Source: an optimization exercise on an open RTL-to-GDS flow (aim: small area). Production flows keep margins and buffers that such runs may drop.
Only simulation tests tie the RTL to the original design; equivalence was not proved.
Power figures rest on the tool's default switching activity, not on a simulated workload.

==> flow/design.v (excerpt) <==
module brew_core (
    input  wire        clk,
    input  wire        rst,
    output wire        rx_poll,
    input  wire        rx_valid,
    input  wire [7:0]  rx_data,
    input  wire        rx_err,
    output wire        tx_valid,
    output wire [7:0]  tx_data,
    output wire        tx_last,
    input  wire        tx_ready,
    input  wire        tx_err,
    input  wire [31:0] time_now,
    input  wire        h_sel,
    input  wire        h_we,
    input  wire [2:0]  h_idx,
    input  wire [15:0] h_wdata,
    output reg  [31:0] h_rdata,
    output wire        st_idle,
    output wire        st_running
);
For scale: ~1200 cells after synthesis, roughly 110 I/O pins.
==> flow/config.mk <==
export PLATFORM = sky130hd
export DESIGN_NAME = brew_core
export DESIGN_NICKNAME = brew_core
export VERILOG_FILES = /design/flow/design.v
export SDC_FILE = /design/flow/constraint.sdc
export NUM_CORES = 4
export LEC_CHECK = 0
export CAP_MARGIN = 40
export CELL_PAD_IN_SITES_DETAIL_PLACEMENT = 1
export CELL_PAD_IN_SITES_GLOBAL_PLACEMENT = 2
export CORE_MARGIN = 2
export CORE_UTILIZATION = 50
export PLACE_DENSITY = 0.6
export SLEW_MARGIN = 40
export SYNTH_MEMORY_MAX_BITS = 4096
==> flow/constraint.sdc <==
create_clock -name core_clock -period 20.0 [get_ports {clk}]
set_input_delay 4.0000 -clock core_clock [delete_from_list [all_inputs] [get_ports {clk}]]
set_output_delay 4.0000 -clock core_clock [all_outputs]
set_load 0.01 [all_outputs]
standard.sh (not shown) runs the stock make flow with config.mk's settings and CLKGATE_MAP_FILE= SYNTH_SCRIPT=/design/flow/synth_recipe.tcl, a recipe that flattens the netlist after the stock synthesis.
==> flow/flow/run.sh <==
#!/bin/bash
# The standard layout (standard.sh) with three changes:
#  - synthesis uses an area-oriented ABC script (flow/abc_small.script);
#    everything else in synthesis is synth_recipe.tcl unchanged,
#  - each port gets the smallest buffer (buf_1),
#  - the clock tree uses small clock buffers and no dummy loads.
# Each tool's output is in standard.log and in the ORFS logs under orfs/logs.
set -e
F=$PWD/flow
sed "s#SYNTH_SCRIPT=[^ ]*#SYNTH_SCRIPT=$F/my_synth.tcl#" standard.sh > my_standard.sh
export BUFFER_PORTS_ARGS="-buffer_cell sky130_fd_sc_hd__buf_1"
export CTS_ARGS="-sink_clustering_enable -repair_clock_nets -dont_use_dummy_load -buf_list {sky130_fd_sc_hd__clkbuf_4 sky130_fd_sc_hd__clkbuf_8} -root_buf sky130_fd_sc_hd__clkbuf_8 -sink_clustering_size 16 -sink_clustering_max_diameter 80"
bash my_standard.sh > standard.log 2>&1
==> flow/flow/abc_small.script <==
strash
dch
amap
==> flow/flow/my_synth.tcl <==
# The standard synthesis (synth_recipe.tcl), with an area-oriented ABC script
set ::my_flow_dir [file dirname [file normalize [info script]]]
proc abc {args} {
  set i [lsearch -exact $args -script]
  if { $i >= 0 } {
    lset args [expr { $i + 1 }] [file join $::my_flow_dir abc_small.script]
  }
  yosys abc {*}$args
}
source [file join [file dirname $::my_flow_dir] synth_recipe.tcl]
Edit:
--- a/flow/design.v
+++ b/flow/design.v
@@ -202,13 +202,13 @@
     brew_add #(32) u_e (.a(last_sample_time), .b(~time_now), .cin(1'b1), .s(ne), .cout(ne_c));
     wire        ne_lo_nz = (ne[27:0] != 28'd0);
     wire        e_is0  = !ne_lo_nz && (ne[31:28] == 4'd0);
     wire        e_small = (ne[31:2] == 30'h3FFFFFFF) && (ne[1:0] != 2'd0);    
     wire        e_is1  = e_small && (ne[1:0] == 2'd3);
     wire [1:0]  e_lo   = {ne[1] ^ ne[0], ne[0]};                            
-    wire [15:0] pulses = dq[15:0];
+    wire [15:0] pulses = ee[15:0];
     wire [17:0] p3;
     wire [22:0] m125;
     wire        p3_c, m125_c;
     brew_add #(17) u_p3 (.a({1'b0, pulses}), .b({pulses, 1'b0}), .cin(1'b0), .s(p3[16:0]), .cout(p3_c));
     assign p3[17] = p3_c;
     brew_add #(23) u_m125 (.a({pulses, 7'd0}), .b(~{5'd0, p3}), .cin(1'b1), .s(m125), .cout(m125_c));
@@ -280,24 +280,21 @@
                 default: ss <= S_FREE;
             endcase
         end
     end
     wire c0 = is_run && (ph == PH_FLOW) && seq_done && (sres == R_OK);
     always @(posedge clk) begin
-        rr        <= c0 ? {26'd0, r2} : (dv_ge ? dv_sub : dv_sh);
-        dq[27:16] <= c0 ? m125[20:9] : dq[26:15];
+        rr <= c0 ? {26'd0, r2} : (dv_ge ? dv_sub : dv_sh);
+        dq <= c0 ? {m125[20:0], 5'd0, q27, q26} : {dq[26:0], dv_ge};
         if (c0) begin
             last_sample_time <= time_now;
-            dq[15:0] <= {m125[8:0], 5'd0, q27, q26};
             ee       <= ne[27:0];
             e_nq     <= !(ne_lo_nz && (ne[31:28] == 4'hF));
             e_zero   <= e_is0;
-        end else if (ph == PH_DIV) begin
-            dq[15:0] <= {dq[14:0], dv_ge};
         end else if (rx_shift) begin
-            dq[15:0] <= {rx_data, dq[15:8]};
+            ee[15:0] <= {rx_data, ee[15:8]};
         end
         if (is_idle && wr_cmd && op == 3'd1)
             last_sample_time <= time_now;
         if (is_run && div_end) begin
             flow_out <= dq[27:2];
             dir_open <= below;
Outcome: The changed run produced a clean layout; via count decreases by 2.8%; non-clock buffer count does not change; synthesized cell count shrinks by 1.1%; count of clock-buffer cells in the layout is unchanged; wire length barely changes; clock power grows by about 2%; flip-flop and latch count is unchanged; global-route usage came out higher by 0.27 points.

-- separate check: timing with driven ports --
The results above use ideal ports. As a check the final layouts listed here were re-extracted and re-timed, cells and wires unchanged.
Step 1 (the two cells are an assumption about what drives the block):
set clk [get_ports {clk}]
set_driving_cell -lib_cell sky130_fd_sc_hd__clkbuf_16 $clk
set_driving_cell -lib_cell sky130_fd_sc_hd__buf_2 [delete_from_list [all_inputs] $clk]
Step 2 adds t to the input delays and takes it off the output delays; t is the mean of the earliest and latest rising clock arrival at the registers after step 1. Input paths then give back, and output paths get back, about the clock's delay inside the block.
Three values: ideal, step 1, step 2; two values: the first two.
run	t (ns)	setup WS [ns]	worst register clock-pin slew, ns	worst slew at a driven data input, ns
the first run	0.551	0.682 / 0.702 / 0.151	0.11 / 0.11	0.04
the second run	0.554	1.229 / 1.248 / 0.693	0.11 / 0.11	0.04
After both steps setup and hold are still met in every run listed. The setup slack of the second run, which loses most, moves by +0.019 ns with the drivers and by -0.536 ns with both steps.
